This is an optimization exercise on Yosys and OpenROAD, whose aim is small area, a short achievable clock period and few clock cycles, not a production implementation.
No functional check of the RTL was part of any run shown here.
Power figures rest on the tool's default switching activity, not on a simulated workload.

**design/flow/config.mk**
```make
export PLATFORM = sky130hd
export DESIGN_NAME = xcc_fifo128
export DESIGN_NICKNAME = xcc_fifo128
export VERILOG_FILES = /design/flow/design.v
export SDC_FILE = /design/flow/constraint.sdc
export NUM_CORES = 4
export LEC_CHECK = 0
export CAP_MARGIN = 20
export CORE_MARGIN = 2
export CORE_UTILIZATION = 40
export SETUP_SLACK_MARGIN = 4.0
export SLEW_MARGIN = 20
export SYNTH_HIERARCHICAL = 1
export SYNTH_MINIMUM_KEEP_SIZE = 0
export TNS_END_PERCENT = 5
```
**design/flow/flow/run.sh**
```bash
#!/bin/bash
# The standard layout (the standard.sh, standard synthesis included),
# with the port buffers that buffer_ports inserts made buf_4 cells instead
# of the weakest buffer it picks by default. Every port still gets its own
# buffer. make's full output goes to standard_flow.log here; ORFS's own
# per-step logs are under orfs/logs.
set -euo pipefail
export BUFFER_PORTS_ARGS="-buffer_cell sky130_fd_sc_hd__buf_4"
bash standard.sh "BUFFER_PORTS_ARGS=-buffer_cell sky130_fd_sc_hd__buf_4" finish > standard_flow.log 2>&1
```
**design/flow/standard.sh**
```bash
#!/bin/bash
# synth_recipe.tcl (not shown) runs the flow's synth.tcl, then flattens the netlist and writes it again
# the make line also repeats each setting of config.mk as NAME=value (left out here)
make -C /OpenROAD-flow-scripts/flow DESIGN_CONFIG=/design/flow/config.mk WORK_HOME=/design/flow/orfs CLKGATE_MAP_FILE= SYNTH_SCRIPT=/design/flow/synth_recipe.tcl "${@:-finish}"
```
**design/flow/design.v**
```verilog
module xcc_fifo128 (
    input  wire        clk,
    input  wire        rst,
    input  wire        p_cmd_valid,
    input  wire [15:0] p_cmd,
    input  wire [31:0] p_mdata,
    output reg         p_rsp_valid,
    output reg  [15:0] p_rsp,
    input  wire        c_cmd_valid,
    input  wire [15:0] c_cmd,
    output reg         c_rsp_valid,
    output reg  [15:0] c_rsp
);
    localparam [2:0] ST_OK      = 3'd0;
    localparam [2:0] ST_FULL    = 3'd1;
    localparam [2:0] ST_EMPTY   = 3'd2;
    localparam [2:0] ST_ILLEGAL = 3'd7;
    localparam [3:0] C_RESERVED_OPCODE  = 4'd1;
    localparam [3:0] C_RESERVED_BITS    = 4'd2;
    localparam [3:0] C_ARG_RANGE        = 4'd3;
    localparam [3:0] C_NO_GRANT         = 4'd4;
    localparam [3:0] C_GRANT_OPEN       = 4'd5;
    localparam [3:0] C_GRANT_OVERRUN    = 4'd6;
    localparam [3:0] C_GRANT_INCOMPLETE = 4'd7;
    localparam [3:0] C_NO_VIEW          = 4'd8;
    localparam [3:0] C_VIEW_OPEN        = 4'd9;
    localparam [4:0] FRAME_LAST = 5'd29;
    reg  [7:0] mem [0:127];
    reg        w_en;             
    reg  [6:0] w_addr;
    reg  [7:0] w_data;
    always @(posedge clk) begin
        if (w_en)
            mem[w_addr] <= w_data;
    end
    reg  [7:0]  p_wbin;
    reg         p_gopen;
    reg  [7:0]  p_glen;
    reg  [7:0]  p_gcnt;
    reg         p_err;
    reg  [3:0]  p_ecause;
    reg  [15:0] p_ecmd;
    reg  [7:0]  p_fr;            
    reg  [7:0]  p_rel;           
    reg  [15:0] m_code;
    reg  [31:0] m_rot0, m_rot1, m_rot2;
    reg  [31:0] m_trans0, m_trans1, m_trans2;
    reg  [6:0]  m_vld;           
    reg         e_busy;
    reg  [4:0]  e_rem;           
    reg  [7:0]  c_rbin;
    reg         c_vopen;
    reg  [7:0]  c_vlen;
    reg         c_err;
    reg  [3:0]  c_ecause;
    reg  [15:0] c_ecmd;
    reg  [6:0]  r_pa;
    reg  [6:0]  r_pidx;
    reg         r_pvalid;
    reg         r_wait;          
    reg         r_ready;         
    wire       p_room    = (p_fr >= 8'd30);
    wire [7:0] p_fr_rel  = p_fr + p_rel;
    wire [7:0] p_wadd    = p_gopen ? p_glen : 8'd30;
    wire [7:0] p_wbin_add = p_wbin + p_wadd;
    wire [7:0] p_fr_sub  = p_fr_rel - p_wadd;
    wire [7:0] c_avail   = p_wbin - c_rbin;
    wire [7:0] c_avail_e = c_avail + 8'd30;
    wire [7:0] e_free_now = (p_fr > 8'd98) ? 8'd128 : p_fr + 8'd30;
    reg [7:0] fb_raw;
    reg       fb_vld;
    always @(*) begin
        fb_vld = 1'b1;
        case (e_rem - 5'd1)
            5'd29: fb_raw = 8'hAA;
            5'd28: fb_raw = 8'hAA;
            5'd27: begin fb_raw = m_code[7:0];     fb_vld = m_vld[0]; end
            5'd26: begin fb_raw = m_code[15:8];    fb_vld = m_vld[0]; end
            5'd25: begin fb_raw = m_rot0[7:0];     fb_vld = m_vld[1]; end
            5'd24: begin fb_raw = m_rot0[15:8];    fb_vld = m_vld[1]; end
            5'd23: begin fb_raw = m_rot0[23:16];   fb_vld = m_vld[1]; end
            5'd22: begin fb_raw = m_rot0[31:24];   fb_vld = m_vld[1]; end
            5'd21: begin fb_raw = m_rot1[7:0];     fb_vld = m_vld[2]; end
            5'd20: begin fb_raw = m_rot1[15:8];    fb_vld = m_vld[2]; end
            5'd19: begin fb_raw = m_rot1[23:16];   fb_vld = m_vld[2]; end
            5'd18: begin fb_raw = m_rot1[31:24];   fb_vld = m_vld[2]; end
            5'd17: begin fb_raw = m_rot2[7:0];     fb_vld = m_vld[3]; end
            5'd16: begin fb_raw = m_rot2[15:8];    fb_vld = m_vld[3]; end
            5'd15: begin fb_raw = m_rot2[23:16];   fb_vld = m_vld[3]; end
            5'd14: begin fb_raw = m_rot2[31:24];   fb_vld = m_vld[3]; end
            5'd13: begin fb_raw = m_trans0[7:0];   fb_vld = m_vld[4]; end
            5'd12: begin fb_raw = m_trans0[15:8];  fb_vld = m_vld[4]; end
            5'd11: begin fb_raw = m_trans0[23:16]; fb_vld = m_vld[4]; end
            5'd10: begin fb_raw = m_trans0[31:24]; fb_vld = m_vld[4]; end
            5'd9:  begin fb_raw = m_trans1[7:0];   fb_vld = m_vld[5]; end
            5'd8:  begin fb_raw = m_trans1[15:8];  fb_vld = m_vld[5]; end
            5'd7:  begin fb_raw = m_trans1[23:16]; fb_vld = m_vld[5]; end
            5'd6:  begin fb_raw = m_trans1[31:24]; fb_vld = m_vld[5]; end
            5'd5:  begin fb_raw = m_trans2[7:0];   fb_vld = m_vld[6]; end
            5'd4:  begin fb_raw = m_trans2[15:8];  fb_vld = m_vld[6]; end
            5'd3:  begin fb_raw = m_trans2[23:16]; fb_vld = m_vld[6]; end
            5'd2:  begin fb_raw = m_trans2[31:24]; fb_vld = m_vld[6]; end
            default: fb_raw = 8'h55;
        endcase
    end
    wire [7:0] frame_next = fb_raw & {8{fb_vld}};
    wire [3:0] p_op  = p_cmd[15:12];
    wire [3:0] p_rsv = p_cmd[11:8];
    wire [7:0] p_arg = p_cmd[7:0];
    wire p_rz  = (p_rsv == 4'd0);
    wire p_az  = (p_arg == 8'd0);
    wire p_nz  = p_rz && p_az;                     
    wire p_mhz = (p_mdata[31:16] == 16'd0);
    wire p_gfull = (p_gcnt == p_glen);
    wire p_is_g = (p_op == 4'h1);
    wire p_is_p = (p_op == 4'h2);
    wire p_is_c = (p_op == 4'h3);
    wire p_is_x = (p_op == 4'h4);
    wire p_is_l = (p_op == 4'h8);
    wire p_is_e = (p_op == 4'h9);
    wire p_is_s = (p_op == 4'hF);
    wire p_ok_g = p_is_g && p_rz && !p_gopen && !p_az && (p_arg <= 8'd128);
    wire p_ok_p = p_is_p && p_rz && p_gopen && !p_gfull;
    wire p_ok_c = p_is_c && p_nz && p_gopen && p_gfull;
    wire p_ok_x = p_is_x && p_nz && p_gopen;
    wire p_ok_l = p_is_l && p_rz && (p_arg <= 8'd6) && (!p_az || p_mhz);
    wire p_ok_e = p_is_e && p_nz && !p_gopen;
    wire p_ok_s = p_is_s && p_rz && (p_arg <= 8'd5);
    wire p_illegal = !(p_ok_g || p_ok_p || p_ok_c || p_ok_x || p_ok_l || p_ok_e || p_ok_s);
    reg  [3:0] p_cause;
    always @(*) begin
        p_cause = C_RESERVED_OPCODE;
        if (p_is_g || p_is_p || p_is_l || p_is_s) begin
            if (!p_rz)                          p_cause = C_RESERVED_BITS;
            else if (p_is_g && p_gopen)         p_cause = C_GRANT_OPEN;
            else if (p_is_p && !p_gopen)        p_cause = C_NO_GRANT;
            else if (p_is_p)                    p_cause = C_GRANT_OVERRUN;
            else                                p_cause = C_ARG_RANGE;
        end else if (p_is_c || p_is_x || p_is_e) begin
            if (!p_nz)                          p_cause = C_RESERVED_BITS;
            else if (p_is_e)                    p_cause = C_GRANT_OPEN;
            else if (!p_gopen)                  p_cause = C_NO_GRANT;
            else                                p_cause = C_GRANT_INCOMPLETE;
        end
    end
    wire p_take  = p_cmd_valid && !e_busy;
    wire p_full  = p_arg > p_fr;                   
    wire p_grant = p_take && p_ok_g && !p_full;
    wire p_put   = p_take && p_ok_p;
    wire p_cmt   = p_take && p_ok_c;
    wire p_cncl  = p_take && p_ok_x;
    wire p_ld    = p_take && p_ok_l;
    wire p_emit  = p_take && p_ok_e;
    wire e_start = p_emit && p_room;
    wire e_last  = e_busy && e_rem == 5'd0;
    reg [7:0] p_status_data;
    always @(*) begin
        case (p_arg[2:0])
            3'd0:    p_status_data = {p_err, 2'b00, p_gopen, p_ecause & {4{p_err}}};
            3'd1:    p_status_data = p_ecmd[7:0] & {8{p_err}};
            3'd2:    p_status_data = p_ecmd[15:8] & {8{p_err}};
            3'd3:    p_status_data = p_fr;
            3'd4:    p_status_data = p_glen;
            default: p_status_data = p_gcnt;
        endcase
    end
    reg [7:0] p_rdata;
    reg [2:0] p_rst;
    always @(*) begin
        p_rst = ST_OK;
        case (p_op)
            4'h1:    begin p_rdata = p_fr; if (p_full) p_rst = ST_FULL; end
            4'h2:    p_rdata = p_glen - p_gcnt - 8'd1;
            4'h3:    p_rdata = p_glen;
            4'h4:    p_rdata = p_gcnt;
            4'h8:    p_rdata = p_arg;
            4'h9:    begin p_rdata = p_fr; p_rst = ST_FULL; end
            default: p_rdata = p_status_data;
        endcase
        if (p_illegal) begin
            p_rdata = {4'd0, p_cause};
            p_rst   = ST_ILLEGAL;
        end
        if (e_busy) begin
            p_rdata = e_free_now;
            p_rst   = ST_OK;
        end
    end
    always @(posedge clk) begin
        p_rsp <= {p_rdata, 5'b00000, p_rst};
    end
    always @(posedge clk) begin
        if (p_ld) begin
            case (p_arg[2:0])
                3'd0: m_code   <= p_mdata[15:0];
                3'd1: m_rot0   <= p_mdata;
                3'd2: m_rot1   <= p_mdata;
                3'd3: m_rot2   <= p_mdata;
                3'd4: m_trans0 <= p_mdata;
                3'd5: m_trans1 <= p_mdata;
                default: m_trans2 <= p_mdata;
            endcase
        end
    end
    always @(posedge clk) begin
        if (p_take && p_illegal && !p_err) begin
            p_ecause <= p_cause;
            p_ecmd   <= p_cmd;
        end
    end
    always @(posedge clk) begin
        if (rst) begin
            p_wbin      <= 8'd0;
            p_gopen     <= 1'b0;
            p_glen      <= 8'd0;
            p_gcnt      <= 8'd0;
            p_err       <= 1'b0;
            p_fr        <= 8'd128;
            m_vld       <= 7'd0;
            e_busy      <= 1'b0;
            w_en        <= 1'b0;
            p_rsp_valid <= 1'b0;
        end else begin
            p_rsp_valid <= e_busy ? e_last : (p_cmd_valid && !e_start);
            w_en        <= e_start || p_put || (e_busy && !e_last);
            p_fr        <= p_fr_rel;
            if (p_take && p_illegal)
                p_err <= 1'b1;
            if (p_ld)
                m_vld[p_arg[2:0]] <= 1'b1;
            if (p_grant) begin
                p_gopen <= 1'b1;
                p_glen  <= p_arg;
                p_gcnt  <= 8'd0;
            end
            if (p_put)
                p_gcnt  <= p_gcnt + 8'd1;
            if (p_cmt || p_cncl) begin
                p_gopen <= 1'b0;
                p_glen  <= 8'd0;
                p_gcnt  <= 8'd0;
            end
            if (p_cmt) begin
                p_wbin  <= p_wbin_add;
                p_fr    <= p_fr_sub;
            end
            if (p_emit && !p_room)
                m_vld   <= 7'd0;
            if (e_start) begin
                p_wbin  <= p_wbin_add;
                p_fr    <= p_fr_sub;
                e_busy  <= 1'b1;
                e_rem   <= FRAME_LAST;
            end
            if (e_busy) begin
                e_rem   <= e_rem - 5'd1;
                if (e_last) begin
                    e_busy <= 1'b0;
                    m_vld  <= 7'd0;
                end
            end
        end
    end
    always @(posedge clk) begin
        if (e_busy) begin
            w_addr <= w_addr + 7'd1;
            w_data <= frame_next;
        end else if (e_start) begin
            w_addr <= p_wbin[6:0];
            w_data <= 8'hAA;
        end else if (p_put) begin
            w_addr <= (p_gcnt == 8'd0) ? p_wbin[6:0] : w_addr + 7'd1;
            w_data <= p_arg;
        end
    end
    wire [3:0] c_op  = c_cmd[15:12];
    wire [3:0] c_rsv = c_cmd[11:8];
    wire [7:0] c_arg = c_cmd[7:0];
    wire c_rz  = (c_rsv == 4'd0);
    wire c_nz  = (c_cmd[11:0] == 12'd0);           
    wire c_is_t = (c_op == 4'h1);
    wire c_is_p = (c_op == 4'h2);
    wire c_is_r = (c_op == 4'h3);
    wire c_is_s = (c_op == 4'hF);
    wire c_ok_t = c_is_t && c_nz && !c_vopen;
    wire c_ok_p = c_is_p && c_rz && c_vopen && (c_arg < c_vlen);
    wire c_ok_r = c_is_r && c_rz && c_vopen && (c_arg <= c_vlen);
    wire c_ok_s = c_is_s && c_rz && (c_arg <= 8'd4);
    wire c_illegal = !(c_ok_t || c_ok_p || c_ok_r || c_ok_s);
    reg  [3:0] c_cause;
    always @(*) begin
        c_cause = C_RESERVED_OPCODE;
        if (c_is_t) begin
            if (!c_nz)                          c_cause = C_RESERVED_BITS;
            else                                c_cause = C_VIEW_OPEN;
        end else if (c_is_p || c_is_r || c_is_s) begin
            if (!c_rz)                          c_cause = C_RESERVED_BITS;
            else if (!c_is_s && !c_vopen)       c_cause = C_NO_VIEW;
            else                                c_cause = C_ARG_RANGE;
        end
    end
    reg [7:0] c_status_data;
    always @(*) begin
        case (c_arg[2:0])
            3'd0:    c_status_data = {c_err, 2'b00, c_vopen, c_ecause & {4{c_err}}};
            3'd1:    c_status_data = c_ecmd[7:0] & {8{c_err}};
            3'd2:    c_status_data = c_ecmd[15:8] & {8{c_err}};
            3'd3:    c_status_data = c_avail;
            default: c_status_data = c_vlen;
        endcase
    end
    wire [127:0] r_sel = 128'd1 << r_pa;
    wire [7:0]   r_grp [0:15];
    genvar gi;
    generate
        for (gi = 0; gi < 16; gi = gi + 1) begin : g_grp
            xcc_fifo128_ao8 u_ao (
                .d0(mem[8*gi]),   .d1(mem[8*gi+1]), .d2(mem[8*gi+2]), .d3(mem[8*gi+3]),
                .d4(mem[8*gi+4]), .d5(mem[8*gi+5]), .d6(mem[8*gi+6]), .d7(mem[8*gi+7]),
                .s(r_sel[8*gi +: 8]), .y(r_grp[gi]));
        end
    endgenerate
    wire [7:0] r_mem = r_grp[0]  | r_grp[1]  | r_grp[2]  | r_grp[3]  |
                       r_grp[4]  | r_grp[5]  | r_grp[6]  | r_grp[7]  |
                       r_grp[8]  | r_grp[9]  | r_grp[10] | r_grp[11] |
                       r_grp[12] | r_grp[13] | r_grp[14] | r_grp[15];
    wire       r_fwd   = w_en && (w_addr == r_pa);
    wire       r_hit   = r_pvalid && (c_arg[6:0] == r_pidx);
    wire       r_done  = r_wait && r_ready;
    wire [7:0] c_rbin_arg = c_rbin + c_arg;
    wire c_take = c_cmd_valid && !r_wait;
    wire c_try  = c_take && c_ok_t;
    wire c_peek = c_take && c_ok_p;
    wire c_rel  = c_take && c_ok_r;
    wire c_open = c_try && (e_start || c_avail != 8'd0);
    wire [7:0] c_tavail = e_start ? c_avail_e : c_avail;
    wire c_mem = (r_wait || (c_is_p && !c_illegal)) && !r_fwd;
    reg [7:0] c_rdata;
    reg [2:0] c_rst;
    always @(*) begin
        c_rst = ST_OK;
        case (c_op)
            4'h1:    begin c_rdata = c_tavail; if (!e_start && c_avail == 8'd0) c_rst = ST_EMPTY; end
            4'h2:    c_rdata = w_data;
            4'h3:    c_rdata = c_arg;
            default: c_rdata = c_status_data;
        endcase
        if (c_illegal) begin
            c_rdata = {4'd0, c_cause};
            c_rst   = ST_ILLEGAL;
        end
        if (r_wait) begin
            c_rdata = w_data;
            c_rst   = ST_OK;
        end
    end
    always @(posedge clk) begin
        c_rsp <= {c_mem ? r_mem : c_rdata, 5'b00000, c_rst};
    end
    always @(posedge clk) begin
        if (c_take && c_illegal && !c_err) begin
            c_ecause <= c_cause;
            c_ecmd   <= c_cmd;
        end
    end
    always @(posedge clk) begin
        if (r_done || (c_peek && r_hit)) begin
            r_pa   <= r_pa + 7'd1;
            r_pidx <= r_pidx + 7'd1;
        end else if (c_peek) begin
            r_pa   <= c_rbin_arg[6:0];
            r_pidx <= c_arg[6:0];
        end else if (c_try) begin
            r_pa   <= c_rbin[6:0];
            r_pidx <= 7'd0;
        end
    end
    always @(posedge clk) begin
        if (rst) begin
            c_rbin      <= 8'd0;
            c_vopen     <= 1'b0;
            c_vlen      <= 8'd0;
            c_err       <= 1'b0;
            r_pvalid    <= 1'b0;
            r_wait      <= 1'b0;
            r_ready     <= 1'b0;
            p_rel       <= 8'd0;
            c_rsp_valid <= 1'b0;
        end else begin
            c_rsp_valid <= r_wait ? r_ready : (c_cmd_valid && !(c_peek && !r_hit));
            r_ready     <= r_wait && !r_ready && !e_busy;
            p_rel       <= c_rel ? c_arg : 8'd0;
            if (c_take && c_illegal)
                c_err <= 1'b1;
            if (c_try)
                r_pvalid <= !e_busy;
            if (c_open) begin
                c_vopen <= 1'b1;
                c_vlen  <= c_tavail;
            end
            if (c_peek && !r_hit)
                r_wait  <= 1'b1;
            if (r_done) begin
                r_wait   <= 1'b0;
                r_pvalid <= 1'b1;
            end
            if (c_rel) begin
                c_rbin   <= c_rbin_arg;
                c_vopen  <= 1'b0;
                c_vlen   <= 8'd0;
                r_pvalid <= 1'b0;
            end
        end
    end
endmodule
module xcc_fifo128_ao8 (
    input  wire [7:0] d0, d1, d2, d3, d4, d5, d6, d7,
    input  wire [7:0] s,
    output wire [7:0] y
);
    assign y = (d0 & {8{s[0]}}) | (d1 & {8{s[1]}}) | (d2 & {8{s[2]}}) | (d3 & {8{s[3]}}) |
               (d4 & {8{s[4]}}) | (d5 & {8{s[5]}}) | (d6 & {8{s[6]}}) | (d7 & {8{s[7]}});
endmodule
```
**design/flow/constraint.sdc**
```tcl
create_clock -name core_clock -period 7.0 [get_ports {clk}]
set_input_delay 1.4000 -clock core_clock [delete_from_list [all_inputs] [get_ports {clk}]]
set_output_delay 1.4000 -clock core_clock [all_outputs]
set_load 0.01 [all_outputs]
```
==> key figures, run 1 <==
Flow run
  – Maxcap violations: 0

Clocking
  – Htree depth: 4
  – CTS tree: yes
  – Root Driver: clkbuf_16
  – Total CTS buffers: 143
  – Clk pin slew, worst setup/hold paths: ~0.060 ns
  – CTS Sinks: approximately 1400
  – Clock latency (worst-skew pair): roughly 0.80 ns
  – CTS Buffer Depth: 3

STA
  – Setup TNS Final: 0 ns
  – Endpoints failing hold: 0
  – Final hold slack: 0.476 ns
  – Max Freq: between 300 and 400 MHz
  – Final slew viol count: 0
  – Actual slew at the worst max-slew pin: ~1.1 ns
  – Final Skew: 0.0685 ns
  – Setup violators final: 0
  – RSZ-0062 raised after global routing: yes
  – Minimum clock period: approximately 3.2 ns
  – Relative slew slack: 27.9%
  – Fin worst setup slack: 3.78 ns
  – Final period util: 46.1%

Routing
  – Detailed Routing Iterations Pass 1: 7
  – Total wire length: 167000 um
  – Vias post-DR: roughly 37000
  – DRC Markers: 0
  – Vias per Instance: 6.02
  – Per-cell routed wire length: 26.9 um
  – Iter 0 DRT Violations: 5027
  – Routed Antenna Nets: 0

Power
  – P per Cell Area: 246 mW/mm2
  – Power, Total: roughly 17 mW
  – Leakage: 21.5 nW
  – Peak supply drop: 0.239 mV

Place
  – Number of port buffers: 91
  – Dpl cells: ~5800
  – Routability cong.: roughly 0.89
  – Hpwl dp: 104000 um
  – Post-Place Worst Slack: between 2 and 2.5 ns

Global route
  – First-pass GRT wire length: between 200000 and 250000 um
  – Pin count of the biggest net entering global routing: between 100 and 150
  – Vias in the first global route: 36200
  – Global route overflow: 0
  – Total Routing Usage GR: 22.5%
  – Antenna violations before repair: 1

Synth
  – Synthesized netlist cell count: 4018
  – Yosys top cell by area: edfxtp_1
  – Flop and latch count out of synthesis: about 1400
  – Yosys top cell area share: ~68%
  – Async SR Flop Fraction: 0%
  – Synth warn: 7
  – Synthesized area: 0.0572 mm2
  – EDFF count, synth: 1304
  – Post-synth cell types: 83
  – Synth top area cells: edfxtp_1 68%, a22oi_1 7.3%, dfxtp_1 3.3%
  – Synth Flop Type: edfxtp_1
  – Syn avg cell area: about 14 um2
  – Sequential-to-total area share from yosys stat: a little under three quarters

Critical path
  – CP Launch Point: p_cmd[5]
  – FF-to-FF Start: r_pa[0]
  – Crit. End Element: register
  – CP required: 7.66 ns
  – CP Max Fanout: 4
  – WS Path Type: in2reg
  – Worst-case reg-to-reg path depth: 12
  – Worst Path Arrival: around 3.9 ns
  – Startpoint types: input port

Finish
  – Nets: 4364
  – Synth-to-layout area growth: 18.5%
  – Inserted Diodes: 0
  – Non-filler instance count after layout: between 6000 and 7000
  – Ratio of cells with drive above 1 in the final layout: 18.4%
  – Filler cells: 12000

Floorplan
  – Die W: 382 um
  – Die ar.: 0.146 mm2
  – I/O pin count: between 100 and 150
  – Row count: 138
  – Initial Util: 40.4%
  – Chip Height: 382 um
  – Core Region: 0.142 mm2

Hold path
  – Launch point of the worst hold path: m_vld[4]
  – Hold-critical path depth: 2
  – HP Class: reg2reg

Run status
  – Status: timing/DRC/antenna clean
==> cell usage in the layout (no fill, tap or decap), types with 21 or more instances in the layout <==
master / Yosys / final
edfxtp_1: 1304 / 1304
a22oi_1: 555 / 516
nor2_1: 393 / 313
buf_4: 12 / 221
nand4_1: 162 / 162
clkbuf_16: 0 / 148
nand2_1: 162 / 141
o21ai_0: 96 / 94
a21oi_1: 100 / 94
dfxtp_1: 94 / 89
ha_1: 84 / 72
inv_1: 76 / 67
nand3_1: 70 / 63
nor2_2: 0 / 61
xnor2_1: 59 / 55
mux2i_1: 54 / 54
a22oi_2: 0 / 39
buf_12: 0 / 38
clkbuf_1: 168 / 31
clkinv_1: 1 / 29
nor3_1: 38 / 28
buf_6: 0 / 28
nor2b_1: 28 / 25
a22o_1: 23 / 23
nor4_1: 50 / 22
nor4_4: 1 / 21
nor2_4: 0 / 21
==> registers in the layout (all words and copies together) (netlist names), 16 cells and up <==
| signal | flops |
|---|---|
| m_trans2 | 32 |
| m_rot0 | 32 |
| m_code | 16 |
| m_rot1 | 32 |
| mem | 1024 |
| c_ecmd | 16 |
| m_trans0 | 32 |
| m_trans1 | 32 |
| p_ecmd | 16 |
| m_rot2 | 32 |
==> per-layer routing <==
metal	track usage, %	share of wire, %	up-vias
li1	-	-	16300
met1	31.4	42	18800
met2	34.9	46	1866
met3	4.15	8.5	347
met4	8.62	3.8	2
met5	0	0.0048	-
==> Yosys cell counts (24+ instances only) <==
master    instances
a22oi_1         555
clkbuf_1        168
dfxtp_1          94
mux2i_1          54
xnor2_1          59
edfxtp_1       1304
ha_1             84
o21ai_0          96
buf_1            78
nor2_1          393
nor4_1           50
and2_1           25
a21oi_1         100
nand2b_1         24
inv_1            76
nor3_1           38
a211oi_1         25
nand2_1         162
nand3_1          70
nand4_1         162
nor2b_1          28
==> kinds of logic (layout without fill, tap and decap cells) <==
kind of cell	count (synthesis)	in the layout	share of synthesized area (%)
DFF	1398	1398	71.7
other	1	10	0.00656
AOI/OAI and AO/OA	1009	1010	12.7
buffers and inverters	344	621	2.35
muxes	67	67	1.21
and+or+nand+nor	1030	1034	8.76
xor gates and xnor gates	79	79	1.21
adders and majority gates	90	90	2.05
==> what timing repair did <==
action / CTS / global route
endpoints found under the setup margin: 357 / 358
gates cloned: 8 / 0
hold buffers: 0 / 0
pin swaps: 123 / 39
setup buffers: 110 / 29
gates resized for setup: 371 / 75
==> per-stage QoR <==
| step | cell area [um2] | util, % |
|---|---|---|
| CTS | 67200 | 47.4 |
| global route | 67800 | 47.8 |
| detailed placement | 59800 | 42.2 |
| global placement | 59800 | 42.2 |
| finish | 67800 | 47.8 |
| floorplan | 57300 | - |
==> Yosys stat by module, one instance, submodules excluded <==
module           cells inside  times used  area (um2)
xcc_fifo128              3250           1       52100
xcc_fifo128_ao8            48          16         320
==> power breakdown <==
part | internal [mW] | switching, mW | leakage [nW]
Sequential | 9.03 | 0.00906 | 12.5
Combinational | 0.0830 | 0.153 | 6.83
Clock | 4.13 | 3.24 | 2.18
==> cell type report <==
type / count / area [um2] / area share (%)
multi-input cells: 2290 / 16700 / 24.6
well taps: 1890 / 2360 / 3.49
flip-flops and latches: 1398 / 41100 / 60.6
clock inverters: 68 / 649 / 0.958
clock buffers: 180 / 3830 / 5.66
inverters: 78 / 308 / 0.454
repair buffers: 295 / 2870 / 4.24
==> worst paths after layout <==
kind | endpoint | slack [ns]
max reg2reg | c_rsp[15] | 3.78
min reg2reg | m_vld[4] | 0.48
max | p_wbin[7] | 3.78
min | m_vld[4] | 0.48
==> critical path: stages <==
cell and delay [ns]:
buf_12 0.10, or4_4 0.57, nor4_4 0.31, buf_4 0.19
nand3_4 0.10, o21ba_4 0.27, or3_1 0.34, o311a_1 0.30
mux2_4 0.29
==> inputs of run 2 (changes only) <==
--- a/design/flow/design.v
+++ b/design/flow/design.v
@@ -59,6 +59,8 @@
     reg         r_pvalid;
     reg         r_wait;          
     reg         r_ready;         
+    reg  [6:0]  r_ca;
+    reg  [7:0]  r_pd;
     wire       p_room    = (p_fr >= 8'd30);
     wire [7:0] p_fr_rel  = p_fr + p_rel;
     wire [7:0] p_wadd    = p_gopen ? p_glen : 8'd30;
@@ -203,7 +205,7 @@
         end
     end
     always @(posedge clk) begin
-        if (p_take && p_illegal && !p_err) begin
+        if (!p_err) begin
             p_ecause <= p_cause;
             p_ecmd   <= p_cmd;
         end
@@ -265,12 +267,9 @@
         if (e_busy) begin
             w_addr <= w_addr + 7'd1;
             w_data <= frame_next;
-        end else if (e_start) begin
-            w_addr <= p_wbin[6:0];
-            w_data <= 8'hAA;
-        end else if (p_put) begin
-            w_addr <= (p_gcnt == 8'd0) ? p_wbin[6:0] : w_addr + 7'd1;
-            w_data <= p_arg;
+        end else begin
+            w_addr <= p_is_e ? p_wbin[6:0] : p_wbin[6:0] + p_gcnt[6:0];
+            w_data <= p_is_e ? 8'hAA : p_arg;
         end
     end
     wire [3:0] c_op  = c_cmd[15:12];
@@ -324,7 +323,10 @@
                        r_grp[4]  | r_grp[5]  | r_grp[6]  | r_grp[7]  |
                        r_grp[8]  | r_grp[9]  | r_grp[10] | r_grp[11] |
                        r_grp[12] | r_grp[13] | r_grp[14] | r_grp[15];
-    wire       r_fwd   = w_en && (w_addr == r_pa);
+    wire       r_fwd_a = w_en && (w_addr == r_pa);
+    wire       r_fwd_c = w_en && (w_addr == r_ca);
+    wire [7:0] r_next  = r_fwd_a ? w_data : r_mem;
+    wire [7:0] r_data  = r_fwd_c ? w_data : r_pd;
     wire       r_hit   = r_pvalid && (c_arg[6:0] == r_pidx);
     wire       r_done  = r_wait && r_ready;
     wire [7:0] c_rbin_arg = c_rbin + c_arg;
@@ -334,14 +336,13 @@
     wire c_rel  = c_take && c_ok_r;
     wire c_open = c_try && (e_start || c_avail != 8'd0);
     wire [7:0] c_tavail = e_start ? c_avail_e : c_avail;
-    wire c_mem = (r_wait || (c_is_p && !c_illegal)) && !r_fwd;
     reg [7:0] c_rdata;
     reg [2:0] c_rst;
     always @(*) begin
         c_rst = ST_OK;
         case (c_op)
             4'h1:    begin c_rdata = c_tavail; if (!e_start && c_avail == 8'd0) c_rst = ST_EMPTY; end
-            4'h2:    c_rdata = w_data;
+            4'h2:    c_rdata = r_data;
             4'h3:    c_rdata = c_arg;
             default: c_rdata = c_status_data;
         endcase
@@ -350,30 +351,39 @@
             c_rst   = ST_ILLEGAL;
         end
         if (r_wait) begin
-            c_rdata = w_data;
+            c_rdata = r_data;
             c_rst   = ST_OK;
         end
     end
     always @(posedge clk) begin
-        c_rsp <= {c_mem ? r_mem : c_rdata, 5'b00000, c_rst};
+        c_rsp <= {c_rdata, 5'b00000, c_rst};
     end
     always @(posedge clk) begin
-        if (c_take && c_illegal && !c_err) begin
+        if (!c_err) begin
             c_ecause <= c_cause;
             c_ecmd   <= c_cmd;
         end
     end
+    wire r_adv = (c_peek && r_hit) || r_done || (r_wait && !r_ready && !e_busy) || c_open;
     always @(posedge clk) begin
-        if (r_done || (c_peek && r_hit)) begin
-            r_pa   <= r_pa + 7'd1;
+        if (r_adv) begin
+            r_pd <= r_next;
+            r_ca <= r_pa;
+        end else if (r_fwd_c) begin
+            r_pd <= w_data;
+        end
+        if (rst)
+            r_pa <= 7'd0;
+        else if (r_adv)
+            r_pa <= r_pa + 7'd1;
+        else if (c_peek || c_rel)
+            r_pa <= c_rbin_arg[6:0];
+        if ((c_peek && r_hit) || r_done)
             r_pidx <= r_pidx + 7'd1;
-        end else if (c_peek) begin
-            r_pa   <= c_rbin_arg[6:0];
+        else if (c_peek)
             r_pidx <= c_arg[6:0];
-        end else if (c_try) begin
-            r_pa   <= c_rbin[6:0];
+        else if (c_try)
             r_pidx <= 7'd0;
-        end
     end
     always @(posedge clk) begin
         if (rst) begin
@@ -388,7 +398,8 @@
             c_rsp_valid <= 1'b0;
         end else begin
             c_rsp_valid <= r_wait ? r_ready : (c_cmd_valid && !(c_peek && !r_hit));
-            r_ready     <= r_wait && !r_ready && !e_busy;
+            if (r_wait && !r_ready && !e_busy)
+                r_ready <= 1'b1;
             p_rel       <= c_rel ? c_arg : 8'd0;
             if (c_take && c_illegal)
                 c_err <= 1'b1;
@@ -402,6 +413,7 @@
                 r_wait  <= 1'b1;
             if (r_done) begin
                 r_wait   <= 1'b0;
+                r_ready  <= 1'b0;
                 r_pvalid <= 1'b1;
             end
             if (c_rel) begin
--- a/design/flow/config.mk
+++ b/design/flow/config.mk
@@ -8,7 +8,7 @@
 export CAP_MARGIN = 20
 export CORE_MARGIN = 2
 export CORE_UTILIZATION = 40
-export SETUP_SLACK_MARGIN = 4.0
+export SETUP_SLACK_MARGIN = 4.3
 export SLEW_MARGIN = 20
 export SYNTH_HIERARCHICAL = 1
 export SYNTH_MINIMUM_KEEP_SIZE = 0
==> key figures, run 2 <==
Place
  – Number of port buffers: 91 (unchanged)
  – Post-Place Cell Area: 0.0603 mm2 (+0.81%)
  – Routability cong.: 0.899 (+1.0%)
  – Hpwl dp: 107000 um (+2.9%)

STA
  – RSZ-0062 raised after global routing: yes
  – Max Freq: 311 MHz (+0.34%)
  – Setup TNS Final: 0 ns (unchanged)
  – Final period util: 45.9% (-0.15 points)
  – Endpoints failing hold: 0 (unchanged)
  – Final slew viol count: 0 (unchanged)
  – Minimum clock period: 3.21 ns (-0.0108 ns)
  – Actual slew at the worst max-slew pin: 1.11 ns (+0.0379 ns)
  – Relative slew slack: 25.7% (-2.1 points)
  – Setup violators final: 0 (unchanged)
  – Final Skew: 0.0555 ns (-0.0130 ns)

Power
  – Leakage: 21.9 nW (+1.5%)
  – Peak supply drop: 0.188 mV (-21%)
  – P per Cell Area: 256 mW/mm2 (+4.2%)
  – Power, Total: 17.4 mW (+4.6%)

Synth
  – Post-synth cell types: 81 (-2.4%)
  – Yosys top cell area share: 67.0% (-1.4 points)
  – Synth Area in XOR/XNOR: 1.23% (+0.019 points)
  – Syn avg cell area: 14.1 um2 (-0.97%)
  – Synth top area cells: edfxtp_1 67%, a22oi_1 7.3%, dfxtp_1 4.3%
  – Synth Area in Compound Gates: 12.7% (-0.027 points)
  – Synth top cells by count: 1289 x edfxtp_1, 559 x a22oi_1, 414 x nor2_1, 177 x clkbuf_1, 177 x nand2_1
  – EDFF count, synth: 1289 (-1.2%)
  – Synth warn: 7 (unchanged)
  – Synth Flop Type: edfxtp_1
  – Synthesized netlist cell count: 4095 (+1.9%)
  – Async SR Flop Fraction: 0% (unchanged)
  – Count leader, synth: edfxtp_1
  – Synthesized area: 0.0577 mm2 (+0.93%)
  – Sequential-to-total area share from yosys stat: 71.3% (-0.40 points)
  – Largest family of logic cells by synthesized area: compound AO/OA/AOI/OAI gates
  – Flop and latch count out of synthesis: 1413 (+1.1%)
  – Post-synthesis simple-gate area fraction: 9.02% (+0.26 points)
  – Multiplexer share of the synthesized area: 1.14% (-0.065 points)
  – Yosys top cell by area: edfxtp_1
  – Adder-cell area share of the yosys netlist: 2.19% (+0.15 points)

Routing
  – Iter 0 DRT Violations: 4666 (-7.2%)
  – Total wire length: 169000 um (+1.5%)
  – DRC Markers: 0 (unchanged)
  – Vias per Instance: 6.02 (about the same)
  – Routed Antenna Nets: 0 (unchanged)
  – Detailed Routing Iterations Pass 1: 5 (-2)
  – Per-cell routed wire length: 26.9 um (about the same)
  – Vias post-DR: 37800 (+1.4%)

Finish
  – Inserted Diodes: 0 (unchanged)
  – Number of flip-flops in the largest register: 1024 (unchanged)
  – Cell area after layout: 0.0680 mm2 (+0.41%)
  – Ratio of cells with drive above 1 in the final layout: 18.0% (-0.39 points)
  – Most common cell after layout, fill and taps aside: edfxtp_1
  – Commonest cells after routing, fill and taps aside: 1289 x edfxtp_1, 546 x a22oi_1, 350 x nor2_1
  – Nets: 4430 (+1.5%)
  – Reg with most FFs: mem
  – Synth-to-layout area growth: 17.9%

Floorplan
  – Die ar.: 0.147 mm2 (+0.92%)
  – I/O pin count: 102 (unchanged)
  – Core Region: 0.143 mm2 (+1.2%)
  – Row count: 139 (+0.72%)
  – Chip Height: 384 um (+0.46%)
  – Initial Util: 40.2% (-0.12 points)
  – Die W: 384 um (+0.46%)

Clocking
  – Clk pin slew, worst setup/hold paths: 0.06 ns (about the same)
  – CTS Buffer Depth: 3 (unchanged)
  – Total CTS buffers: 149 (+4.2%)
  – Root Driver: clkbuf_16
  – CTS tree: yes
  – CTS Sinks: 1413 (+1.1%)
  – CTS hold repair buffers: 0 (unchanged)
  – Clock latency (worst-skew pair): 0.78 ns (-0.02 ns)
  – Htree depth: 4 (unchanged)

Critical path
  – Worst Path Arrival: 3.91 ns (+0.02 ns)
  – WS Path Type: in2reg
  – CP Max Fanout: 6 (+2)
  – CP required: 7.69 ns (+0.03 ns)
  – Reg2Reg Setup Slack: 3.89 ns (+0.11 ns)
  – Startpoint types: input port
  – Crit. End Element: register

Global route
  – Total Routing Usage GR: 22.4% (-0.030 points)
  – Antenna violations before repair: 3 (+2)
  – Vias in the first global route: 35800 (-1.1%)
  – First-pass GRT wire length: 245000 um (+0.23%)
  – Global route overflow: 0 (unchanged)
  – Pin count of the biggest net entering global routing: 87 (-34%)

Flow run
  – Maxcap violations: 0 (unchanged)

Run status
  – Status: timing/DRC/antenna clean

Hold path
  – HP Class: reg2reg
[run 2: modules after synthesis, one instance, submodules excluded]
module / flip-flops and latches / cells inside
xcc_fifo128_ao8: 0 / 48
xcc_fifo128: 1413 / 3327
[run 2: worst paths after layout]
path / from / endpoint / cells after the start
worst max register to register: e_rem[1] / w_data[4] / 9
worst min register to register: m_vld[2] / m_vld[2] / 2
worst min-delay path: m_vld[2] / m_vld[2] / 2
worst max-delay path: p_cmd[10] / r_pa[3] / 11
[run 2: power by group]
group / internal (mW) / switching, mW / total (mW)
Combinational: 0.0980 / 0.272 / 0.370
Clock: 4.39 / 3.35 / 7.74
Sequential: 9.25 / 0.0573 / 9.30
[run 2: layout make-up]
class                      count  area [um2]
clock inverter                92         938
inverter                      90         365
timing repair buffer         272        2540
timing repair inverter         1        6.26
fill                       12300       75400
multi-input combinational   2338       16700
tap                         1903        2380
sequential                  1413       41200
clock buffer                 180        3890
[run 2: critical path: stages]
cell	delay (ns)
buf_6	0.09
or4_4	0.57
nor4_4	0.28
buf_4	0.18
and4_4	0.32
a2111oi_4	0.08
a31oi_4	0.26
nor2_4	0.11
buf_6	0.13
or3_1	0.29
a31oi_1	0.18
[run 2: kinds of logic (layout without fill, tap and decap cells)]
| logic type | count (synthesis) | in the layout |
|---|---|---|
| compound gates | 1006 | 1006 |
| xor+xnor | 81 | 81 |
| fa+ha+maj | 97 | 97 |
| buf+inv | 357 | 635 |
| flops | 1413 | 1413 |
| mux | 64 | 64 |
| other cells | 1 | 10 |
| simple gates | 1076 | 1080 |
[run 2: timing repair]
action / in CTS / in global routing
setup endpoints to repair: 691 / 793
buffers inserted: 98 / 28
gates cloned: 3 / 5
resized for setup: 311 / 75
pin swaps: 91 / 28
[run 2: layer usage]
metal  share of wire (%)  wire length [um]  GRT usage [%]
met1                  43             72300           32.6
met4                 2.8              4810           6.75
met3                 8.8             14800           3.86
met5               0.038                65              0
met2                  46             77200           34.4
[run 2: metrics by stage]
step	setup slack (ns)	hold slack, ns	utilization [%]	cells
6_report	3.79	0.481	47.4	6289
5_1_grt	3.74	0.505	47.4	6289
2_1_floorplan	3.20	0.406	-	4104
4_1_cts	3.87	0.469	47.0	6256
3_5_place_dp	2.20	0.453	42.0	5883
3_3_place_gp	2.25	0.465	42.0	5881
==> inputs of run 3 (changes only) <==
--- a/design/flow/design.v
+++ b/design/flow/design.v
@@ -73,35 +73,34 @@
     reg       fb_vld;
     always @(*) begin
         fb_vld = 1'b1;
-        case (e_rem - 5'd1)
+        case (e_rem)
             5'd29: fb_raw = 8'hAA;
-            5'd28: fb_raw = 8'hAA;
-            5'd27: begin fb_raw = m_code[7:0];     fb_vld = m_vld[0]; end
-            5'd26: begin fb_raw = m_code[15:8];    fb_vld = m_vld[0]; end
-            5'd25: begin fb_raw = m_rot0[7:0];     fb_vld = m_vld[1]; end
-            5'd24: begin fb_raw = m_rot0[15:8];    fb_vld = m_vld[1]; end
-            5'd23: begin fb_raw = m_rot0[23:16];   fb_vld = m_vld[1]; end
-            5'd22: begin fb_raw = m_rot0[31:24];   fb_vld = m_vld[1]; end
-            5'd21: begin fb_raw = m_rot1[7:0];     fb_vld = m_vld[2]; end
-            5'd20: begin fb_raw = m_rot1[15:8];    fb_vld = m_vld[2]; end
-            5'd19: begin fb_raw = m_rot1[23:16];   fb_vld = m_vld[2]; end
-            5'd18: begin fb_raw = m_rot1[31:24];   fb_vld = m_vld[2]; end
-            5'd17: begin fb_raw = m_rot2[7:0];     fb_vld = m_vld[3]; end
-            5'd16: begin fb_raw = m_rot2[15:8];    fb_vld = m_vld[3]; end
-            5'd15: begin fb_raw = m_rot2[23:16];   fb_vld = m_vld[3]; end
-            5'd14: begin fb_raw = m_rot2[31:24];   fb_vld = m_vld[3]; end
-            5'd13: begin fb_raw = m_trans0[7:0];   fb_vld = m_vld[4]; end
-            5'd12: begin fb_raw = m_trans0[15:8];  fb_vld = m_vld[4]; end
-            5'd11: begin fb_raw = m_trans0[23:16]; fb_vld = m_vld[4]; end
-            5'd10: begin fb_raw = m_trans0[31:24]; fb_vld = m_vld[4]; end
-            5'd9:  begin fb_raw = m_trans1[7:0];   fb_vld = m_vld[5]; end
-            5'd8:  begin fb_raw = m_trans1[15:8];  fb_vld = m_vld[5]; end
-            5'd7:  begin fb_raw = m_trans1[23:16]; fb_vld = m_vld[5]; end
-            5'd6:  begin fb_raw = m_trans1[31:24]; fb_vld = m_vld[5]; end
-            5'd5:  begin fb_raw = m_trans2[7:0];   fb_vld = m_vld[6]; end
-            5'd4:  begin fb_raw = m_trans2[15:8];  fb_vld = m_vld[6]; end
-            5'd3:  begin fb_raw = m_trans2[23:16]; fb_vld = m_vld[6]; end
-            5'd2:  begin fb_raw = m_trans2[31:24]; fb_vld = m_vld[6]; end
+            5'd28: begin fb_raw = m_code[7:0];     fb_vld = m_vld[0]; end
+            5'd27: begin fb_raw = m_code[15:8];    fb_vld = m_vld[0]; end
+            5'd26: begin fb_raw = m_rot0[7:0];     fb_vld = m_vld[1]; end
+            5'd25: begin fb_raw = m_rot0[15:8];    fb_vld = m_vld[1]; end
+            5'd24: begin fb_raw = m_rot0[23:16];   fb_vld = m_vld[1]; end
+            5'd23: begin fb_raw = m_rot0[31:24];   fb_vld = m_vld[1]; end
+            5'd22: begin fb_raw = m_rot1[7:0];     fb_vld = m_vld[2]; end
+            5'd21: begin fb_raw = m_rot1[15:8];    fb_vld = m_vld[2]; end
+            5'd20: begin fb_raw = m_rot1[23:16];   fb_vld = m_vld[2]; end
+            5'd19: begin fb_raw = m_rot1[31:24];   fb_vld = m_vld[2]; end
+            5'd18: begin fb_raw = m_rot2[7:0];     fb_vld = m_vld[3]; end
+            5'd17: begin fb_raw = m_rot2[15:8];    fb_vld = m_vld[3]; end
+            5'd16: begin fb_raw = m_rot2[23:16];   fb_vld = m_vld[3]; end
+            5'd15: begin fb_raw = m_rot2[31:24];   fb_vld = m_vld[3]; end
+            5'd14: begin fb_raw = m_trans0[7:0];   fb_vld = m_vld[4]; end
+            5'd13: begin fb_raw = m_trans0[15:8];  fb_vld = m_vld[4]; end
+            5'd12: begin fb_raw = m_trans0[23:16]; fb_vld = m_vld[4]; end
+            5'd11: begin fb_raw = m_trans0[31:24]; fb_vld = m_vld[4]; end
+            5'd10: begin fb_raw = m_trans1[7:0];   fb_vld = m_vld[5]; end
+            5'd9:  begin fb_raw = m_trans1[15:8];  fb_vld = m_vld[5]; end
+            5'd8:  begin fb_raw = m_trans1[23:16]; fb_vld = m_vld[5]; end
+            5'd7:  begin fb_raw = m_trans1[31:24]; fb_vld = m_vld[5]; end
+            5'd6:  begin fb_raw = m_trans2[7:0];   fb_vld = m_vld[6]; end
+            5'd5:  begin fb_raw = m_trans2[15:8];  fb_vld = m_vld[6]; end
+            5'd4:  begin fb_raw = m_trans2[23:16]; fb_vld = m_vld[6]; end
+            5'd3:  begin fb_raw = m_trans2[31:24]; fb_vld = m_vld[6]; end
             default: fb_raw = 8'h55;
         endcase
     end
--- a/design/flow/config.mk
+++ b/design/flow/config.mk
@@ -8,6 +8,7 @@
 export CAP_MARGIN = 20
 export CORE_MARGIN = 2
 export CORE_UTILIZATION = 40
+export CTS_BUF_LIST = sky130_fd_sc_hd__clkbuf_8
 export SETUP_SLACK_MARGIN = 4.3
 export SLEW_MARGIN = 20
 export SYNTH_HIERARCHICAL = 1
==> key figures, run 3 <==
Floorplan
  – Die ar.: 0.146 mm2 (-0.77%)
  – Row count: 138 (-0.72%)
  – Initial Util: 40.4% (+0.12 points)
  – Chip Height: 382 um (-0.39%)
  – Core Region: 0.142 mm2 (-1.1%)
  – Die W: 382 um (-0.39%)
  – I/O pin count: 102 (unchanged)

Routing
  – Per-cell routed wire length: 27.0 um (+0.44%)
  – Routed Antenna Nets: 0 (unchanged)
  – Vias post-DR: 38100 (+0.67%)
  – Iter 0 DRT Violations: 4716 (+1.1%)
  – DRC Markers: 0 (unchanged)
  – Detailed Routing Iterations Pass 1: 6 (+1)
  – Total wire length: 172000 um (+1.8%)
  – Vias per Instance: 5.97 (-0.69%)

Power
  – Peak supply drop: 0.176 mV (-6.1%)
  – P per Cell Area: 244 mW/mm2 (-4.6%)
  – Gate power share: 2.4% (+0.3 points)
  – Net switching share of the total power: 22.5% (+1.3 points)
  – Leakage: 22.0 nW (+0.66%)
  – Reg power frac: 56.0% (+2.6 points)
  – Clock Power Share: 41.6% (-2.9 points)
  – Psw: 3.73 mW (+1.2%)
  – Cell-internal power: 12.8 mW (-6.4%)

Finish
  – Commonest cells after routing, fill and taps aside: 1289 x edfxtp_1, 516 x a22oi_1, 312 x nor2_1
  – Multi-input gate area: 0.0170 mm2 (+1.9%)
  – Reg with most FFs: mem
  – Nets: 4456 (+0.59%)
  – Synth-to-layout area growth: 18.5%
  – Final Core Density: 47.8% (+0.41 points)
  – Ratio of cells with drive above 1 in the final layout: 21.7% (+3.7 points)
  – Most common cell after layout, fill and taps aside: edfxtp_1
  – Number of flip-flops in the largest register: 1024 (unchanged)
  – Filler cells: 12300 (-0.71%)
  – FF/Latch Area: 0.0413 mm2 (about the same)

Hold path
  – Launch point of the worst hold path: c_vlen[7]
  – Hold EP: c_vlen[7]
  – Hold-critical path depth: 2 (unchanged)
  – HP Class: reg2reg

Critical path
  – CP Max Fanout: 6 (unchanged)
  – FF-to-FF Start: r_pa[3]
  – Crit. End Element: register
  – CP required: 7.86 ns (+0.17 ns)
  – Worst-case reg-to-reg path depth: 11 (+2)
  – Worst Path Arrival: 4.05 ns (+0.14 ns)
  – WS Path Type: in2reg
  – Reg-to-Reg End: r_pd[5]
  – Reg2Reg Setup Slack: 3.88 ns (about the same)
  – Startpoint types: input port

STA
  – Max Freq: 314 MHz (+0.84%)
  – Relative slew slack: 34.0% (+8.3 points)
  – Final slew viol count: 0 (unchanged)
  – Setup violators final: 0 (unchanged)
  – Setup TNS Final: 0 ns (unchanged)
  – Final Skew: 0.0985 ns (+0.0430 ns)
  – Minimum clock period: 3.19 ns (-0.0267 ns)
  – RSZ-0062 raised after global routing: yes
  – Actual slew at the worst max-slew pin: 0.986 ns (-0.125 ns)
  – Final period util: 45.5% (-0.38 points)
  – Endpoints failing hold: 0 (unchanged)

Synth
  – Sequential-to-total area share from yosys stat: 71.9% (+0.56 points)
  – Yosys top cell area share: 67.6% (+0.53 points)
  – EDFF count, synth: 1289 (unchanged)
  – Syn avg cell area: 14.2 um2 (+0.85%)
  – Synth Flop Type: edfxtp_1
  – Synth warn: 7 (unchanged)
  – Synthesized area: 0.0573 mm2 (-0.78%)
  – Async SR Flop Fraction: 0% (unchanged)
  – Flop and latch count out of synthesis: 1413 (unchanged)
  – Count leader, synth: edfxtp_1
  – Post-synth cell types: 85 (+4.9%)
  – Synth top cells by count: 1289 x edfxtp_1, 567 x a22oi_1, 425 x nor2_1, 174 x nand2_1, 162 x nand4_1
  – Synthesized netlist cell count: 4029 (-1.6%)
  – Synth top area cells: edfxtp_1 68%, a22oi_1 7.4%, dfxtp_1 4.3%
  – Yosys top cell by area: edfxtp_1

Clocking
  – CTS Sinks: 1413 (unchanged)
  – CTS tree: yes
  – Clock latency (worst-skew pair): 0.98 ns (+0.20 ns)
  – Clk pin slew, worst setup/hold paths: 0.07 ns (about the same)
  – Htree depth: 4 (unchanged)
  – Root Driver: clkbuf_8
  – CTS Buffer Depth: 3 (unchanged)
  – Total CTS buffers: 222 (+49%)
  – CTS hold repair buffers: 0 (unchanged)

Place
  – Number of port buffers: 91 (unchanged)
  – Hpwl dp: 108000 um (+1.3%)
  – Routability cong.: 0.915 (+1.7%)

Global route
  – Antenna violations before repair: 3 (unchanged)
  – Total Routing Usage GR: 22.8% (+0.38 points)
  – Global route overflow: 0 (unchanged)
  – First-pass GRT wire length: 248000 um (+1.1%)
  – Pin count of the biggest net entering global routing: 77 (-11%)
  – Vias in the first global route: 36800 (+2.8%)

Run status
  – Status: timing/DRC/antenna clean

Flow run
  – Maxcap violations: 0 (unchanged)
[run 3: changes by cell type after synthesis, sizes merged, moves of 7 or more]
cell and delta:
a22oi +8, a32oi -9, clkbuf -24, a221oi +16, o21ai +12, nand3 -26
and2 -7, nor2 +10, xor2 -7
[run 3: power groups by stage]
| stage | Sequential [mW] | Combinational [mW] | Clock, mW |
|---|---|---|---|
| finish | 9.29 | 0.390 | 6.90 |
| global route | 9.29 | 0.414 | 7.36 |
| CTS | 9.29 | 0.369 | 6.97 |
| detailed placement | 9.47 | 0.360 | 0 |
| global placement | 9.47 | 0.353 | 0 |
| floorplan | 9.50 | 0.125 | 0 |
[run 3: per-module statistics from Yosys, one instance, submodules excluded]
module	area, um2	cells inside	copies in the design
xcc_fifo128_ao8	320	48	16
xcc_fifo128	52200	3261	1
[run 3: what timing repair did]
item	in CTS	in global routing
pin swaps	119	50
endpoints found under the setup margin	552	1086
buffers inserted	65	55
resized for setup	415	126
gates cloned	7	5
[run 3: layer usage]
metal | vias up | track usage (%) | wire length (um)
li1 | 16500 | - | -
met1 | 19200 | 31.4 | 70800
met2 | 2000 | 36.3 | 81200
met3 | 362 | 4.55 | 14900
met4 | 0 | 7.39 | 5380
met5 | - | 0 | 0
[run 3: worst max-delay path by stage]
stage,start,end,slack (ns)
floorplan,p_cmd[9],r_pd[6],3.25
global placement,p_cmd[0],r_pd[6],2.38
detailed placement,p_cmd[1],r_pd[3],2.28
CTS,p_cmd[3],r_pd[3],3.92
global route,p_wbin[0],r_pa[0],3.79
finish,p_cmd[6],r_pd[3],3.81
[run 3: cell families (layout without fill, tap and decap cells)]
logic type | count (synthesis) | after routing | synth area share (%)
xor+xnor | 79 | 79 | 1.21
other cells | 1 | 13 | 0.00655
fa+ha+maj | 97 | 97 | 2.21
mux | 54 | 54 | 0.968
buf+inv | 336 | 772 | 2.30
simple gates | 1041 | 1048 | 8.74
flops | 1413 | 1413 | 71.9
compound gates | 1008 | 1009 | 12.7
[run 3: through the flow]
step	std cells	area, um2	hold WS (ns)	setup WS (ns)	total power, mW
floorplan	4038	57400	0.406	3.25	9.62
detailed placement	5825	59900	0.456	2.28	9.83
CTS	6312	66900	0.464	3.92	16.6
global placement	5825	59900	0.442	2.38	9.82
finish	6375	67900	0.460	3.81	16.6
global route	6375	67900	0.498	3.79	17.1
[run 3: final cells by class]
class	count	area share, %
diodes	3	0.0111
clock buffers	229	4.64
clock inverters	186	1.83
inverters	93	0.569
multi-input cells	2297	25.0
flip-flops and latches	1413	60.8
well taps	1890	3.48
repair buffers	263	3.64
repair inverters	1	0.0129
[run 3: worst max-delay path, cell delays in order]
cell     delay, ns
buf_12        0.11
or4_4         0.58
nor4_4        0.26
buf_4         0.19
nand4_4       0.18
and2_4        0.21
a31o_4        0.24
and2_4        0.21
buf_12        0.15
or3_1         0.38
o221a_2       0.14
==> inputs of run 4 (changes only) <==
--- a/design/flow/config.mk
+++ b/design/flow/config.mk
@@ -8,8 +8,7 @@
 export CAP_MARGIN = 20
 export CORE_MARGIN = 2
 export CORE_UTILIZATION = 40
-export CTS_BUF_LIST = sky130_fd_sc_hd__clkbuf_8
-export SETUP_SLACK_MARGIN = 4.3
+export SETUP_SLACK_MARGIN = 3.8
 export SLEW_MARGIN = 20
 export SYNTH_HIERARCHICAL = 1
 export SYNTH_MINIMUM_KEEP_SIZE = 0
==> key figures, run 4 <==
Place
  – Dpl cells: 5825 (unchanged)
  – Post-Place Cell Area: 0.0599 mm2 (unchanged)
  – Number of port buffers: 91 (unchanged)
  – Hpwl dp: 108000 um (unchanged)
  – Post-Place Worst Slack: 2.28 ns (unchanged)
  – Routability cong.: 0.915 (unchanged)

Clocking
  – Root Driver: clkbuf_16
  – Total CTS buffers: 147 (-34%)
  – Clk pin slew, worst setup/hold paths: 0.06 ns (about the same)
  – Clock latency (worst-skew pair): 0.78 ns (-0.20 ns)
  – CTS Sinks: 1413 (unchanged)
  – CTS tree: yes
  – Htree depth: 4 (unchanged)
  – CTS Buffer Depth: 3 (unchanged)

Routing
  – Vias post-DR: 36800 (-3.5%)
  – Per-cell routed wire length: 27.3 um (+0.90%)
  – Iter 0 DRT Violations: 4791 (+1.6%)
  – Routed Antenna Nets: 0 (unchanged)
  – Vias per Instance: 6.01 (+0.60%)
  – DRC Markers: 0 (unchanged)
  – Total wire length: 167000 um (-3.2%)
  – Detailed Routing Iterations Pass 1: 6 (unchanged)

Finish
  – Ratio of cells with drive above 1 in the final layout: 13.1% (-8.6 points)
  – Multi-input gate area: 0.0157 mm2 (-7.6%)
  – FF/Latch Area: 0.0412 mm2 (-0.11%)
  – Number of flip-flops in the largest register: 1024 (unchanged)
  – Synth-to-layout area growth: 15.0%
  – Commonest cells after routing, fill and taps aside: 1289 x edfxtp_1, 554 x a22oi_1, 409 x nor2_1
  – Inserted Diodes: 0 (-3)
  – Reg with most FFs: mem
  – Most common cell after layout, fill and taps aside: edfxtp_1
  – Nets: 4272 (-4.1%)
  – Non-filler instance count after layout: 6117 (-4.0%)
  – Filler cells: 12300 (+0.61%)
  – Cell area after layout: 0.0659 mm2 (-3.0%)

Synth
  – Synth warn: 7 (unchanged)
  – Yosys top cell area share: 67.6% (unchanged)
  – Synth top area cells: edfxtp_1 68%, a22oi_1 7.4%, dfxtp_1 4.3%
  – Count leader, synth: edfxtp_1
  – Synth Flop Type: edfxtp_1
  – Post-synth cell types: 85 (unchanged)
  – Synth top cells by count: 1289 x edfxtp_1, 567 x a22oi_1, 425 x nor2_1, 174 x nand2_1, 162 x nand4_1
  – EDFF count, synth: 1289 (unchanged)
  – Sequential-to-total area share from yosys stat: 71.9% (unchanged)
  – Synthesized netlist cell count: 4029 (unchanged)
  – Flop and latch count out of synthesis: 1413 (unchanged)
  – Synthesized area: 0.0573 mm2 (unchanged)
  – Async SR Flop Fraction: 0% (unchanged)
  – Syn avg cell area: 14.2 um2 (unchanged)
  – Yosys top cell by area: edfxtp_1

STA
  – Final period util: 48.8% (+3.3 points)
  – Final slew viol count: 0 (unchanged)
  – Setup TNS Final: 0 ns (unchanged)
  – RSZ-0062 raised after global routing: yes
  – Max Freq: 293 MHz (-6.7%)
  – Endpoints failing hold: 0 (unchanged)
  – Minimum clock period: 3.42 ns (+0.231 ns)
  – Final Skew: 0.0712 ns (-0.0273 ns)
  – Setup violators final: 0 (unchanged)
  – Actual slew at the worst max-slew pin: 1.09 ns (+0.0995 ns)
  – Final hold slack: 0.461 ns (+0.00101 ns)
  – Relative slew slack: 27.3% (-6.7 points)
  – Fin worst setup slack: 3.58 ns (-0.231 ns)

Critical path
  – Crit. End Element: register
  – Worst Path Arrival: 4.08 ns (+0.03 ns)
  – Worst-case reg-to-reg path depth: 11 (unchanged)
  – CP Max Fanout: 8 (+2)
  – WS Path Type: reg2reg
  – CP required: 7.67 ns (-0.19 ns)
  – Startpoint types: register

Floorplan
  – Die W: 382 um (unchanged)
  – Row count: 138 (unchanged)
  – Initial Util: 40.4% (unchanged)
  – I/O pin count: 102 (unchanged)
  – Core Region: 0.142 mm2 (unchanged)
  – Die ar.: 0.146 mm2 (unchanged)
  – Chip Height: 382 um (unchanged)

Flow run
  – Maxcap violations: 0 (unchanged)

Power
  – Leakage: 20.9 nW (-4.8%)
  – Peak supply drop: 0.222 mV (+26%)
  – P per Cell Area: 266 mW/mm2 (+8.8%)

Hold path
  – Hold-critical path depth: 2 (unchanged)
  – HP Class: reg2reg

Global route
  – Total Routing Usage GR: 22.3% (-0.50 points)
  – Pin count of the biggest net entering global routing: 77 (unchanged)
  – Global route overflow: 0 (unchanged)
  – First-pass GRT wire length: 242000 um (-2.3%)
  – Antenna violations before repair: 0 (-3)
  – Vias in the first global route: 35500 (-3.5%)

Run status
  – Status: timing/DRC/antenna clean
run 4: cell counts after synthesis:
Identical to the previous run, type by type.
run 4: what timing repair did:
action | in CTS | in global routing
hold buffers | 0 | 0
pin swaps | 35 | 13
setup buffers | 20 | 0
setup endpoints to repair | 287 | 289
resized for setup | 147 | 28
cloned | 3 | 0
run 4: routing by layer:
| metal | track usage (%) | part of all wire [%] | up-vias |
|---|---|---|---|
| met4 | 6.80 | 2.9 | 0 |
| met5 | 0 | 0 | - |
| li1 | - | - | 16100 |
| met3 | 3.89 | 8.6 | 301 |
| met1 | 31.2 | 41 | 18600 |
| met2 | 35.6 | 47 | 1860 |
run 4: logic make-up after synthesis:
group / after synthesis / synth area share (%)
simple gates: 1041 / 8.74
buf+inv: 336 / 2.30
mux: 54 / 0.968
xor+xnor: 79 / 1.21
compound gates: 1008 / 12.7
fa+ha+maj: 97 / 2.21
other cells: 1 / 0.00655
flops: 1413 / 71.9
run 4: worst max-delay path, cell delays in order, from the launching register on:
cell and delay, ns:
dfxtp_2 0.42, inv_1 0.09, ha_1 0.30, nand2_1 0.12
buf_4 0.23, nor2_1 0.22, a22oi_1 0.23, nand4_1 0.36
nor4_4 0.46, nand4_1 0.29, or3_1 0.45, o221a_2 0.14
run 4: modules after synthesis, one instance, submodules excluded:
| module | flip-flops and latches | cell area (um2) | times used |
|---|---|---|---|
| xcc_fifo128_ao8 | 0 | 320 | 16 |
| xcc_fifo128 | 1413 | 52200 | 1 |
run 4: path summary, 6_finish.rpt:
path / start / endpoint / slack [ns]
max: r_pa[0] / r_pd[3] / 3.58
max reg2reg: r_pa[0] / r_pd[3] / 3.58
min reg2reg: c_vlen[7] / c_vlen[7] / 0.46
min: c_vlen[7] / c_vlen[7] / 0.46
run 4: report_power, final:
group / internal (mW) / switching (mW) / leakage (nW)
Combinational: 0.0928 / 0.276 / 5.96
Clock: 4.45 / 3.40 / 2.35
Sequential: 9.24 / 0.0454 / 12.6
Total: 13.8 / 3.72 / 20.9
run 4: layout make-up:
type	count	area share, %
Sequential cell	1413	62.6
Multi-Input combinational cell	2291	23.8
Clock buffer	172	5.81
Tap cell	1890	3.59
Timing Repair Buffer	161	2.06
Clock inverter	97	1.58
Inverter	93	0.549
run 4: stage by stage:
step | total power [mW] | util, %
2_1_floorplan | 9.62 | -
3_3_place_gp | 9.82 | 42.2
3_5_place_dp | 9.83 | 42.2
4_1_cts | 17.6 | 46.3
5_1_grt | 17.9 | 46.4
6_report | 17.5 | 46.4

## port drivers added, routing unchanged
The flow's constraints put no driver on any port. The routed layouts listed below were extracted and timed again, unchanged, in two steps. Step 1, drivers: a clkbuf_16 drives clk and a buf_2 each remaining input, both assumed. Step 2 moves the port delays by t, midway between the first and last clock arrival at a register: inputs arrive t later, outputs are due t later. That takes back most of the time a late clock gives input paths. Slacks: no drivers / after step 1 / after step 2; pairs: no drivers / after step 1.
run	shift t [ns]	setup slack, ns	cell pins on the clock port's net
run 1	0.838	3.775 / 3.782 / 2.959	1
run 2	0.822	3.786 / 3.823 / 3.002	1
run 3	1.002	3.813 / 3.839 / 2.837	1
run 4	0.821	3.582 / 3.582 / 2.894	1
After both steps every run listed still meets setup and hold. The setup slack of run 3, which loses most, moves by +0.026 ns with the drivers and by -0.976 ns with both steps.
